This is an optimization exercise on Yosys and OpenROAD, whose aim is small area, a short achievable clock period and few clock cycles, not a production implementation.
Where RTL was checked, it was by simulation tests only, not by an equivalence proof against the original.
Power and IR drop assume default switching activity.

==> run a <==
==> flow/design.v (excerpt) <==
module lce #(
    parameter MAX_LEN = 64,
    parameter IDXW    = 8             
) (
    input  wire                    clk,
    input  wire                    rst,         
    input  wire                    in_valid,
    input  wire                    in_kind,     
    input  wire [15:0]             in_data,     
    output wire                    in_ready,
    output wire [7:0]              status,
    output wire [15:0]             flags,
    output wire [IDXW-1:0]         nbits,
    output wire [IDXW-1:0]         nsig,
    output wire [IDXW-1:0]         pal_start,
    output wire [IDXW-1:0]         pal_len,
    output wire [IDXW-1:0]         zr_start,
    output wire [IDXW-1:0]         zr_count,
    output wire [MAX_LEN-1:0]      bits_buf,
    output wire [4*MAX_LEN-1:0]    sig_buf
);
    localparam [1:0] ERR_INVSEL = 2'd1, ERR_CAP = 2'd2, ERR_PRECOND = 2'd3;
    localparam [1:0] M_TRK = 2'd0, M_B8ZS = 2'd1, M_HDB3 = 2'd2, M_ENC = 2'd3;
    reg [6:0]   nb_q;           
    reg [7:0]   ns_q;           
    reg [63:0]  q_q;            
    reg         par_q;          
    reg [127:0] sig_lo_q;       
    reg [31:0]  sig_hi_q;       
    reg         fault_q;
    reg [1:0]   err_q;
    reg [2:0]   sch_q;
    reg [1:0]   scr_q;
    reg         dbl_q, palv_q, zrv_q;
    reg [5:0]   zrs_q;
    reg [6:0]   zrc_q;
    reg         pend_q;
    reg         pc_q;
    reg [63:0]  p_q;            
    reg [6:0]   best_q;         
    reg [5:0]   pst_q;          
    reg [6:0]   d_q;            
    reg [6:0]   run_q;          
    reg [5:0]   rs_q;           
    reg [6:0]   bl_q;           
    reg [5:0]   bs_q;           
    reg [2:0]   g8l_q;          
    reg [5:0]   g8s_q;
    reg         oc_q;           
    reg         b0_q;           
    reg [1:0]   g4l_q;          
    reg [5:0]   g4s_q;
    reg         tbok_q;         
    reg         tsok_q;         
    reg         traw_q;
    reg         busy_q;
    reg [1:0]   mode_q;
    reg [6:0]   idx_q;
    reg [2:0]   zc_q;           
    reg         ss_q;           
    reg         soc_q;          
    reg [7:0]   pv_q;           
    reg [6:0]   rem_q;          
    reg [2:0]   esch_q;         
    reg         clrp_q;         
    reg         clrt_q;         
  ...
clock: 10.0 ns
lec_check: 0
abc_clock_period_in_ps: 5000
cap_margin: 20
core_margin: 2
core_utilization: 50
slew_margin: 20
standard.sh (not shown) runs the stock make flow with config.mk's settings and CLKGATE_MAP_FILE= SYNTH_SCRIPT=/design/flow/synth_recipe.tcl, a recipe that flattens the netlist after the stock synthesis.
==> flow/flow/run.sh <==
#!/bin/bash
set -euo pipefail
bash standard.sh SETUP_SLACK_MARGIN=6.5 finish > standard_make.log 2>&1
==> run b (differences from run a) <==
--- a/flow/design.v
+++ b/flow/design.v
@@ -16,19 +16,18 @@
     output wire [IDXW-1:0]         pal_len,
     output wire [IDXW-1:0]         zr_start,
     output wire [IDXW-1:0]         zr_count,
     output wire [MAX_LEN-1:0]      bits_buf,
     output wire [4*MAX_LEN-1:0]    sig_buf
 );
     localparam [1:0] ERR_INVSEL = 2'd1, ERR_CAP = 2'd2, ERR_PRECOND = 2'd3;
-    localparam [1:0] M_TRK = 2'd0, M_B8ZS = 2'd1, M_HDB3 = 2'd2, M_ENC = 2'd3;
+    localparam [1:0] M_TRK = 2'd0, M_B8ZS = 2'd1, M_HDB3 = 2'd2;
     reg [6:0]   nb_q;           
     reg [7:0]   ns_q;           
-    reg [63:0]  q_q;            
-    reg         par_q;          
+    reg [63:0]  b_q;            
     reg [127:0] sig_lo_q;       
     reg [31:0]  sig_hi_q;       
     reg         fault_q;
     reg [1:0]   err_q;
     reg [2:0]   sch_q;
     reg [1:0]   scr_q;
     reg         dbl_q, palv_q, zrv_q;
@@ -57,18 +56,36 @@
     reg [1:0]   mode_q;
     reg [6:0]   idx_q;
     reg [2:0]   zc_q;           
     reg         ss_q;           
     reg         soc_q;          
     reg [7:0]   pv_q;           
     reg [6:0]   rem_q;          
-    reg [2:0]   esch_q;         
     reg         clrp_q;         
     reg         clrt_q;         
-    wire [63:0] b = q_q ^ {q_q[62:0], 1'b0};      
+    reg         rz_q;           
+    wire [63:0] b = b_q;
+    function [63:0] prefix_xor;
+        input [63:0] x;
+        integer lv, j;
+        reg [63:0] t;
+        begin
+            t = x;
+            for (lv = 0; lv < 6; lv = lv + 1)
+                for (j = 0; j < 64; j = j + 1)
+                    if (((j + 1) % (2 << lv)) == 0)
+                        t[j] = t[j] ^ t[j - (1 << lv)];
+            for (lv = 4; lv >= 0; lv = lv - 1)
+                for (j = 0; j < 64; j = j + 1)
+                    if (((j + 1) % (2 << lv)) == (1 << lv) && j >= (2 << lv))
+                        t[j] = t[j] ^ t[j - (1 << lv)];
+            prefix_xor = t;
+        end
+    endfunction
+    wire [63:0] q_q = prefix_xor(b_q);
     wire [255:0] sig;
     genvar k;
     generate for (k = 0; k < 64; k = k + 1) begin : g_sig
         assign sig[128 + 2*k]     = 1'b1;
         assign sig[128 + 2*k + 1] = sig_hi_q[k/2] ^ k[0];
     end endgenerate
     assign sig[127:0] = sig_lo_q;
@@ -100,23 +117,23 @@
     wire acc_cmd  = acc & ~in_kind;
     wire push     = acc_push & ~nb_q[6];
     wire c        = in_data[0];
     wire f_cap    = acc_push & nb_q[6];
     wire f_inv    = acc_cmd & ~cmd_valid;
     wire f_pre    = acc_cmd & is_scr & ~scr_ok;
     wire do_clrb  = acc_cmd & is_clrb;
-    wire enc_go   = acc_cmd & is_enc;
+    wire do_enc   = acc_cmd & is_enc;
     wire do_apal  = acc_cmd & is_apal;
     wire scr_go   = acc_cmd & is_scr & scr_ok;
     wire az_go    = acc_cmd & is_azrun;
     wire need_trk = az_go & ~tsok_q & (sch_q == 3'd4);
     wire trk      = busy_q & (mode_q == M_TRK);
-    wire scan     = busy_q & (mode_q == M_B8ZS | mode_q == M_HDB3);
-    wire do_enc   = busy_q & (mode_q == M_ENC);
-    wire trk_done = trk & ~clrt_q & (idx_q == ns_q[6:0]);
+    wire scan     = busy_q & (mode_q != M_TRK);
+    wire [6:0] tidx = idx_q - 7'd1;             
+    wire trk_done = trk & ~clrt_q & (tidx == ns_q[6:0]);
     wire do_az    = (az_go & ~need_trk) | trk_done;
     wire [63:0] sz;
     generate for (k = 0; k < 64; k = k + 1) begin : g_sz
         assign sz[k] = sig_lo_q[2*k];
     end endgenerate
     wire [4:0] blk5 = idx_q[6:2];
     wire [3:0] blk  = idx_q[5:2];
@@ -147,16 +164,16 @@
     wire [15:0] win = {bval, pv_q};
     wire [15:0] nwin;
     generate for (k = 0; k < 8; k = k + 1) begin : g_win
         assign nwin[2*k +: 2] = wv[k] ? {~n_vv, 1'b1} : wb[k] ? {~n_vb, 1'b1} : win[2*k +: 2];
     end endgenerate
     wire [5:0] tpos = nb_q[5:0];
     wire       tstep = pend_q | (trk & ~clrt_q & ~trk_done);
-    wire       tz = trk ? ~bnz[idx_q[1:0]] : ~pc_q;
-    wire [5:0] spos = trk ? idx_q[5:0] : nb_q[5:0] - 6'd1;    
+    wire       tz = trk ? ~rz_q : ~pc_q;
+    wire [5:0] spos = trk ? tidx[5:0] : nb_q[5:0] - 6'd1;     
     wire [7:0] hgt, heq, lge, leq;
     generate for (k = 0; k < 8; k = k + 1) begin : g_pre
         assign hgt[k] = (tpos[5:3] < k);
         assign heq[k] = (tpos[5:3] == k);
         assign lge[k] = (tpos[2:0] <= k);
         assign leq[k] = (tpos[2:0] == k);
     end endgenerate
@@ -172,14 +189,18 @@
     end endgenerate
     wire [5:0] d6   = d_q[5:0];
     wire [5:0] d6m  = d6 - 6'd1;
     wire [65:0] npx  = {1'b0, newp, 1'b0};     
     wire [1:0] cpair = npx[d6 +: 2];
     wire cand1 = cpair[1];
     wire cand2 = cpair[0];
+    wire [6:0] d_p1    = d_q + 7'd1;
+    wire [6:0] d_m1    = d_q - 7'd1;
+    wire [6:0] best_p1 = best_q + 7'd1;
+    wire [6:0] best_p2 = best_q + 7'd2;
     wire [6:0] run1   = run_q + 7'd1;
     wire       trig4  = tz & (run_q[1:0] == 2'd3);
     wire [5:0] rs_n   = (run_q == 7'd0) ? spos : rs_q;
     function [8:0] ev8;              
         input [5:0] s;
         input [6:0] r;
         if (r[6:3] == 4'd0)        ev8 = {r[2:0], s};
@@ -195,15 +216,15 @@
         else if (r[1:0] == 2'd3)   ev4 = {2'd3, s + {r[5:2], 2'b00}};
         else                       ev4 = {2'd2, s + 6'd1};
     endfunction
     wire [8:0] e8 = ev8(rs_q, run_q);
     wire [7:0] e4 = ev4(rs_q, run_q, b0_q);
     wire       e8w = e8[8:6] > g8l_q;
     wire       e4w = e4[7:6] > g4l_q;
-    wire [2:0] esch = esch_q;
+    wire [2:0] esch = sel[2:0];
     wire       e_b  = (esch == 3'd0);           
     wire       e_db = (esch == 3'd2) | (esch == 3'd3);
     wire       e_mb = (esch == 3'd2);           
     wire       e_am = (esch == 3'd4);
     wire [127:0] enc_lo;
     wire [31:0]  enc_hi;
     generate for (k = 0; k < 64; k = k + 1) begin : g_enc
@@ -221,29 +242,28 @@
         assign wblk[k] = scan & (blk5 == k + 1);
     end endgenerate
     generate for (k = 0; k < 64; k = k + 1) begin : g_st
         wire wlo = do_enc | wblk[k/4];
         wire [1:0] dlo = do_enc ? enc_lo[2*k +: 2] : nwin[2*(k%4) +: 2];
         always @(posedge clk) begin
             if (tge[k])
-                q_q[k] <= (k[0] == nb_q[0]) ? par_q ^ c : par_q;
+                b_q[k] <= c;
             if (wlo)
                 sig_lo_q[2*k +: 2] <= dlo;
         end
         if (k >= 32) begin : g_hs
             always @(posedge clk)
                 if (do_enc)
                     sig_hi_q[k-32] <= enc_hi[k-32];
         end
     end endgenerate
     always @(posedge clk) begin
         if (rst) begin
             nb_q    <= 7'd0;
             ns_q    <= 8'd0;
-            par_q   <= 1'b0;
             fault_q <= 1'b0;
             err_q   <= 2'd0;
             sch_q   <= 3'd7;
             scr_q   <= 2'd0;
             dbl_q   <= 1'b0;
             palv_q  <= 1'b0;
             zrv_q   <= 1'b0;
@@ -270,17 +290,17 @@
             traw_q  <= 1'b0;
             busy_q  <= 1'b0;
             mode_q  <= M_TRK;
             idx_q   <= 7'd0;
             zc_q    <= 3'd0;
             ss_q    <= 1'b1;
             soc_q   <= 1'b0;
-            esch_q  <= 3'd0;
             clrp_q  <= 1'b0;
             clrt_q  <= 1'b0;
+            rz_q    <= 1'b0;
         end else begin
             if (f_cap) begin
                 fault_q <= 1'b1;
                 err_q   <= ERR_CAP;
             end
             if (f_inv) begin
                 fault_q <= 1'b1;
@@ -288,31 +308,30 @@
             end
             if (f_pre) begin
                 fault_q <= 1'b1;
                 err_q   <= ERR_PRECOND;
             end
             pend_q <= push;
             if (push) begin
-                par_q  <= par_q ^ c;
                 pc_q   <= c;
                 nb_q   <= nb_q + 7'd1;
                 palv_q <= 1'b0;
                 tsok_q <= 1'b0;
             end
             if (pend_q) begin
                 p_q    <= newp;
                 if (cand2) begin
-                    best_q <= best_q + 7'd2;
+                    best_q <= best_p2;
                     pst_q  <= d6m;
-                    d_q    <= d_q - 7'd1;
+                    d_q    <= d_m1;
                 end else if (cand1) begin
-                    best_q <= best_q + 7'd1;
+                    best_q <= best_p1;
                     pst_q  <= d6;
                 end else begin
-                    d_q    <= d_q + 7'd1;
+                    d_q    <= d_p1;
                 end
             end
             if (tstep) begin
                 if (tz) begin
                     run_q <= run1;
                     rs_q  <= rs_n;
                     if (run1 > bl_q) begin
@@ -335,15 +354,14 @@
                         g4s_q <= e4[5:0];
                     end
                 end
             end
             clrp_q <= do_clrb;
             if (do_clrb) begin
                 nb_q   <= 7'd0;
-                par_q  <= 1'b0;
                 palv_q <= 1'b0;
                 tsok_q <= 1'b0;
             end
             if (clrp_q) begin
                 p_q    <= {64{1'b1}};
                 best_q <= 7'd0;
                 pst_q  <= 6'd0;
@@ -366,30 +384,26 @@
                 busy_q <= 1'b1;
                 mode_q <= M_TRK;
                 idx_q  <= 7'd0;
                 clrt_q <= 1'b1;
             end
             if (trk && clrt_q)
                 clrt_q <= 1'b0;
-            if (trk && !clrt_q && !trk_done)
+            if (trk && !trk_done) begin          
+                rz_q  <= bnz[idx_q[1:0]];
                 idx_q <= idx_q + 7'd1;
+            end
             if (trk_done) begin
                 busy_q <= 1'b0;
                 tsok_q <= 1'b1;
                 traw_q <= 1'b1;
             end
             if (do_apal)
                 palv_q <= 1'b1;
-            if (enc_go) begin
-                busy_q <= 1'b1;
-                mode_q <= M_ENC;
-                esch_q <= sel[2:0];
-            end
             if (do_enc) begin
-                busy_q <= 1'b0;
                 ns_q   <= e_db ? {nb_q, 1'b0} : {1'b0, nb_q};
                 sch_q  <= esch;
                 scr_q  <= 2'd0;
                 dbl_q  <= e_db;
                 zrv_q  <= 1'b0;
                 tsok_q <= tbok_q;
                 traw_q <= 1'b0;
==> flow/flow/run.sh (replaced) <==
#!/bin/bash
set -euo pipefail
bash standard.sh SETUP_SLACK_MARGIN=6.0 finish > standard_make.log 2>&1
CAP_MARGIN = 30   (was 20)
SLEW_MARGIN = 30   (was 20)
==> run c (differences from run a) <==
--- a/flow/design.v
+++ b/flow/design.v
@@ -22,15 +22,15 @@
     localparam [1:0] ERR_INVSEL = 2'd1, ERR_CAP = 2'd2, ERR_PRECOND = 2'd3;
     localparam [1:0] M_TRK = 2'd0, M_B8ZS = 2'd1, M_HDB3 = 2'd2, M_ENC = 2'd3;
     reg [6:0]   nb_q;           
     reg [7:0]   ns_q;           
     reg [63:0]  q_q;            
     reg         par_q;          
     reg [127:0] sig_lo_q;       
-    reg [31:0]  sig_hi_q;       
+    reg [63:0]  sig_hi_q;       
     reg         fault_q;
     reg [1:0]   err_q;
     reg [2:0]   sch_q;
     reg [1:0]   scr_q;
     reg         dbl_q, palv_q, zrv_q;
     reg [5:0]   zrs_q;
     reg [6:0]   zrc_q;
@@ -65,15 +65,15 @@
     reg         clrp_q;         
     reg         clrt_q;         
     wire [63:0] b = q_q ^ {q_q[62:0], 1'b0};      
     wire [255:0] sig;
     genvar k;
     generate for (k = 0; k < 64; k = k + 1) begin : g_sig
         assign sig[128 + 2*k]     = 1'b1;
-        assign sig[128 + 2*k + 1] = sig_hi_q[k/2] ^ k[0];
+        assign sig[128 + 2*k + 1] = sig_hi_q[k];
     end endgenerate
     assign sig[127:0] = sig_lo_q;
     assign in_ready  = ~busy_q;
     assign status    = {4'b0, err_q, fault_q, busy_q};
     assign flags     = {8'b0, zrv_q, palv_q, dbl_q, scr_q, sch_q};
     assign nbits     = {1'b0, nb_q};
     assign nsig      = ns_q;
@@ -162,17 +162,18 @@
     end endgenerate
     wire [63:0] tge, toh;
     generate for (k = 0; k < 64; k = k + 1) begin : g_dec
         assign tge[k] = ~nb_q[6] & (hgt[k/8] | (heq[k/8] & lge[k%8]));
         assign toh[k] = ~nb_q[6] & heq[k/8] & leq[k%8];
     end endgenerate
     wire [64:0] pe = {1'b1, p_q};
+    wire [64:0] gm = {1'b1, 1'b1, tge[63:1]};
     wire [63:0] newp;
     generate for (k = 0; k < 64; k = k + 1) begin : g_pal
-        assign newp[k] = pe[k+1] & ~(b[k] ^ pc_q);
+        assign newp[k] = pe[k+1] & (gm[k] | ~(b[k] ^ pc_q));
     end endgenerate
     wire [5:0] d6   = d_q[5:0];
     wire [5:0] d6m  = d6 - 6'd1;
     wire [65:0] npx  = {1'b0, newp, 1'b0};     
     wire [1:0] cpair = npx[d6 +: 2];
     wire cand1 = cpair[1];
     wire cand2 = cpair[0];
@@ -201,42 +202,40 @@
     wire       e4w = e4[7:6] > g4l_q;
     wire [2:0] esch = esch_q;
     wire       e_b  = (esch == 3'd0);           
     wire       e_db = (esch == 3'd2) | (esch == 3'd3);
     wire       e_mb = (esch == 3'd2);           
     wire       e_am = (esch == 3'd4);
     wire [127:0] enc_lo;
-    wire [31:0]  enc_hi;
-    generate for (k = 0; k < 64; k = k + 1) begin : g_enc
+    wire [63:0]  enc_hi;
+    generate for (k = 0; k < 128; k = k + 1) begin : g_enc
         wire xd = (k[0] ? 1'b0 : 1'b1) ^ (e_mb ? b[k/2] : q_q[k/2]);
-        wire xs = e_b ? b[k] : q_q[k];
-        wire x  = e_db ? xd : xs;
-        wire nz = ~e_am | b[k];
-        assign enc_lo[2*k +: 2] = {~x & nz, nz};
-        if (k >= 32) begin : g_hi
-            assign enc_hi[k-32] = e_mb ? b[k] : q_q[k];
+        if (k < 64) begin : g_lo
+            wire xs = e_b ? b[k] : q_q[k];
+            wire x  = e_db ? xd : xs;
+            wire nz = ~e_am | b[k];
+            assign enc_lo[2*k +: 2] = {~x & nz, nz};
+        end else begin : g_hi
+            assign enc_hi[k-64] = ~xd;
         end
     end endgenerate
     wire [15:0] wblk;                           
     generate for (k = 0; k < 16; k = k + 1) begin : g_wb
         assign wblk[k] = scan & (blk5 == k + 1);
     end endgenerate
     generate for (k = 0; k < 64; k = k + 1) begin : g_st
         wire wlo = do_enc | wblk[k/4];
         wire [1:0] dlo = do_enc ? enc_lo[2*k +: 2] : nwin[2*(k%4) +: 2];
         always @(posedge clk) begin
             if (tge[k])
-                q_q[k] <= (k[0] == nb_q[0]) ? par_q ^ c : par_q;
+                q_q[k] <= par_q ^ c;
             if (wlo)
                 sig_lo_q[2*k +: 2] <= dlo;
-        end
-        if (k >= 32) begin : g_hs
-            always @(posedge clk)
-                if (do_enc)
-                    sig_hi_q[k-32] <= enc_hi[k-32];
+            if (do_enc)
+                sig_hi_q[k] <= enc_hi[k];
         end
     end endgenerate
     always @(posedge clk) begin
         if (rst) begin
             nb_q    <= 7'd0;
             ns_q    <= 8'd0;
             par_q   <= 1'b0;
==> flow/run.sh (new file) <==
#!/bin/bash
# synth_recipe.tcl (not shown) runs the flow's synth.tcl, then flattens the netlist and writes it again
# the make line also repeats each setting of config.mk as NAME=value (left out here)
make -C /OpenROAD-flow-scripts/flow DESIGN_CONFIG=/design/flow/config.mk WORK_HOME=/design/flow/orfs CLKGATE_MAP_FILE= SYNTH_SCRIPT=/design/flow/synth_recipe.tcl finish
SETUP_SLACK_MARGIN = 5   (was not set)
removed: flow/flow/run.sh
removed: flow/standard.sh
==> impl_metrics.csv <==
group,metric,value,unit
finish,nMultiInputCombCells,2224,
logic_synthesis,synth_area_per_cell,8.90,µm²
outcome,outcome,"timing/DRC/antenna clean",
logic_synthesis,synthDominantCellAreaShare,26.7,%
pwr,seq_power_share,35.4,%
finish,reg.largest.list,"sig_lo_q x128, q_q x64, p_q x63",
pwr,powerDensity,149,nW/µm²
pwr,pg_clk,1.85,mW
placement,gp_congestion,1.01,
route,wl,114,mm
route,wl_met3,14.2,mm
setup_path,cpMaxStageDelayCell,"edfxtp_1",
timing,tightest_slew,1.15,ns
worst_hold_path,min_from,"zrs_q[5]",
pwr,clkPwrFrac,33.0,%
logic_synthesis,synthAdderAreaFrac,2.41,%
Source of the figures above: run a

==> impl_metrics.csv <==
group,metric,value,unit
outcome,outcome,"timing/DRC/antenna clean",
pwr,pg_clk,2.02,mW
finish,reg.largest.list,"sig_lo_q x128, q_q x64, sig_hi_q x64",
setup_path,worstSetupEndpointType,"flip-flop",
setup_path,cpMaxStageDelayCell,"xor2_1",
route,drc,0,
logic_synthesis,synth_area_per_cell,9.05,µm²
worst_hold_path,min_from,"tbok_q",
route,wl_met3,10.5,mm
pwr,seq_power_share,43.8,%
clock_network,insertion_delay,0.61,ns
logic_synthesis,synthDominantCellAreaShare,28.7,%
finish,finish.instance_area,33500,µm²
global_route,grt_busiest_layer,"met2",
pwr,clkPwrFrac,40.8,%
logic_synthesis,synthAdderAreaFrac,2.29,%
placement,gp_congestion,1.01,
pwr,powerDensity,148,nW/µm²
timing,tightest_slew,1.11,ns
route,wl,102,mm
finish,nMultiInputCombCells,2287,
Source of the figures above: run c

==> impl_metrics.csv <==
group,metric,value,unit
pwr,pg_clk,1.84,mW
pwr,powerDensity,204,nW/µm²
route,wl_met3,11.9,mm
setup_path,cpMaxStageDelayCell,"mux4_2",
logic_synthesis,synth_area_per_cell,9.02,µm²
outcome,outcome,"timing/DRC/antenna clean",
pwr,clkPwrFrac,26.4,%
worst_hold_path,min_from,"zrc_q[6]",
placement,gp_congestion,0.949,
finish,reg.largest.list,"sig_lo_q x128, b_q x64, p_q x63",
logic_synthesis,synthAdderAreaFrac,2.33,%
timing,tightest_slew,0.825,ns
Source of the figures above: run b

Testbench counts of run b, summed over its fixed seeds: cycles 17,915.
Function not checked in run a and run c: the RTL went through the layout flow alone.

## separate check: timing with driven ports
Ports are ideal in the flow. The routed layouts listed here were re-timed in OpenROAD.
Step 1 sets driving cells, clkbuf_16 on the clock port and buf_2 on the other inputs (assumed; they add their load-dependent delay and slew).
Step 2 times the ports against the registers' clock, not the clock port: input delays grow and output delays shrink by t, the midpoint of the rising clock arrivals with the driver on.
a / b / c = no drivers / after step 1 / after step 2; a / b = the first two.
run | t, ns | setup WS [ns] | hold WS [ns] | worst setup path at the end | slew at the worst register clock pin (ns)
run a | 0.663 | 6.228 / 6.163 / 5.961 | 0.455 / 0.455 / 0.455 | input to register | 0.07 / 0.07
run b | 0.659 | 5.952 / 5.952 / 5.387 | 0.455 / 0.455 / 0.455 | input to register | 0.07 / 0.07
run c | 0.669 | 5.123 / 5.067 / 4.710 | 0.447 / 0.447 / 0.447 | input to register | 0.07 / 0.07
After both steps every run listed still meets setup and hold. For run b, which loses most, drivers alone change the setup slack by 0.000 ns; drivers and shift together by -0.565 ns.
